From an optimization exercise on the open Yosys and OpenROAD flow, aimed at small area, a short achievable clock period and few clock cycles; shortcuts taken in it are not production practice. At most, simulation tests tie the RTL to the original design; equivalence was not proved. No activity file was given, so power comes from the tool's default toggle rates.

Design gvi_codec, start of the top module:
module gvi_codec (
    input  wire       clk,
    input  wire       rst,
    input  wire       enc_in_valid,
    output wire       enc_in_ready,
    input  wire [3:0] enc_in_nib,
    input  wire       enc_in_last,
    input  wire [3:0] enc_in_shift,
    output wire       enc_out_valid,
    input  wire       enc_out_ready,
    output wire [7:0] enc_out_char,
    output wire       enc_out_last,
    input  wire       dec_in_valid,
    output wire       dec_in_ready,
    input  wire [7:0] dec_in_char,
    input  wire       dec_in_last,
    input  wire [3:0] dec_in_shift,
    output wire       dec_out_valid,
    input  wire       dec_out_ready,
    output wire [3:0] dec_out_nib,
    output wire [1:0] dec_out_err,
    output wire       dec_out_last
);
clock: 7.0 ns
lec_check: 0
abc_area: 1
cap_margin: 20
core_margin: 2
core_utilization: 40
setup_slack_margin: 4.6
slew_margin: 20
standard.sh (not shown) runs the stock make flow with config.mk's settings and CLKGATE_MAP_FILE= SYNTH_SCRIPT=/design/flow/synth_recipe.tcl, a recipe that flattens the netlist after the stock synthesis.
==> flow/flow/run.sh <==
#!/bin/bash
# The standard layout with two synthesis/placement choices changed:
# - yosys's full/half-adder extraction (ADDER_MAP_FILE) is skipped, so ABC
#   maps the adders and comparators with the rest of the logic;
# - the port buffers that placement inserts are buf_1 cells.
set -euo pipefail
bash standard.sh ADDER_MAP_FILE= "BUFFER_PORTS_ARGS=-buffer_cell sky130_fd_sc_hd__buf_1" finish > orfs_make.log 2>&1
Change:
--- a/flow/design.v
+++ b/flow/design.v
@@ -548,16 +548,15 @@
     reg  [2:0] wn;         
     reg        rh;         
     reg        full;       
     reg        drain;      
     reg        first;      
     reg  [3:0] mshift;
     reg  [7:0] pr;
-    reg        pv, plast;
-    wire       pesc = &pr[7:3];    
+    reg        pv, pesc, plast;
     reg  [7:0] ochar;
     reg        ovalid, olast;
     reg        ph;         
     reg        in_ready_r;
     function [3:0] kbits(input [2:0] n, input h, input f);
         reg [3:0] k0;
         begin
@@ -644,15 +643,16 @@
                 if (wn == 3'd3) buf_r[12] <= in_nib[3];
                 if (wn == 3'd6) buf_r[12] <= in_nib[1];
                 if (wn == 3'd3) buf_r[13] <= in_nib[2];
                 if (wn == 3'd6) buf_r[13] <= in_nib[0];
             if (first) mshift <= in_shift;
         end
         if (pop) begin
-            pr    <= esc ? {5'b11111, sym[2:0] - 3'd2} : {1'b0, sym} + {4'd0, mshift};
+            pr    <= esc ? {5'd0, sym[2:0] - 3'd2} : {1'b0, sym} + {4'd0, mshift};
+            pesc  <= esc;
             plast <= fin;
         end
         if (ofree & pv) begin
             if (pesc & !ph) begin
                 ochar <= 8'h40;
                 olast <= 1'b0;
             end else begin
@@ -676,14 +676,15 @@
     output wire [1:0] out_err,
     output wire       out_last
 );
     localparam [1:0] E_NONE = 2'd0, E_CHAR = 2'd1, E_TRUNC = 2'd2, E_ESC = 2'd3;
     reg  [6:0] cidx;
     reg        chit;       
     reg        c_at;       
+    reg        cd05;       
     reg        clast, cv;
     reg        first;      
     reg  [3:0] mshift;
     reg        esc_pend;   
     reg        skipping;   
     reg [13:0] buf_r;
     reg        wh;         
@@ -730,15 +731,14 @@
     end
     wire done = rfin | erd;    
     wire       in_hit;
     wire [6:0] in_idx;
     gvi_safe_dec u_dec (.chr(in_char), .hit(in_hit), .idx(in_idx));
     wire [7:0] sub  = {1'b0, cidx} - {4'd0, mshift};
     wire [6:0] rsym = sub[7] ? (sub[6:0] + 7'd122) : sub[6:0];
-    wire       cd05 = chit & ((cidx[6:2] == 5'b01101) | (cidx[6:1] == 6'b011100));
     reg        want_wr;    
     reg  [6:0] psym;
     reg  [1:0] perr;
     always @(*) begin
         want_wr = 1'b0;
         psym    = rsym;
         perr    = E_NONE;
@@ -810,14 +810,15 @@
         end
     end
     always @(posedge clk) begin
         if (in_fire) begin
             cidx  <= in_idx;
             chit  <= in_hit;
             c_at  <= (in_char == 8'h40);
+            cd05  <= (in_char[7:3] == 5'b00110) & !(in_char[2] & in_char[1]);
             clast <= in_last;
             if (first) mshift <= in_shift;
         end
         if (bw) begin
             for (i = 0; i < 7; i = i + 1)
                 if (wh) buf_r[7 + i] <= psym[6 - i];
                 else    buf_r[i]     <= psym[6 - i];
=>
- non-clock buffer count decreases by 20
- global-route usage decreases by 0.35 points
- sequential power increases by a few percent
- design area stays flat
- hold slack loses 0.0035 ns
- clock-buffer cell count decreases by 1
Testbench counts after the change, summed over its fixed seeds: cycles 36,153.
For the first run of this note, only the layout was checked, not whether the RTL still works.

## re-timing with driven ports
No port has a modelled driver above. Below, the same layouts with a new extraction and two added sets of constraints. Step 1 (the two cells are an assumption about what drives the block):
set clk [get_ports {clk}]
set_driving_cell -lib_cell sky130_fd_sc_hd__clkbuf_16 $clk
set_driving_cell -lib_cell sky130_fd_sc_hd__buf_2 [delete_from_list [all_inputs] $clk]
Step 2 also shifts input and output timing later by t, the mid clock arrival at the registers, as if the neighbouring blocks saw the same clock. Three values: ideal, step 1, step 2; two values: the first two.
run | t (ns) | setup WS [ns] | clock arrival spread, ns | slew at the worst register clock pin (ns)
the first run | 0.387 | 4.565 / 4.560 / 4.173 | 0.009 / 0.009 | 0.07 / 0.07
the second run | 0.391 | 4.643 / 4.632 / 4.242 | 0.008 / 0.009 | 0.07 / 0.07
After both steps every run listed still meets setup and hold. For the second run, which loses most, drivers alone change the setup slack by -0.011 ns; drivers and shift together by -0.401 ns.
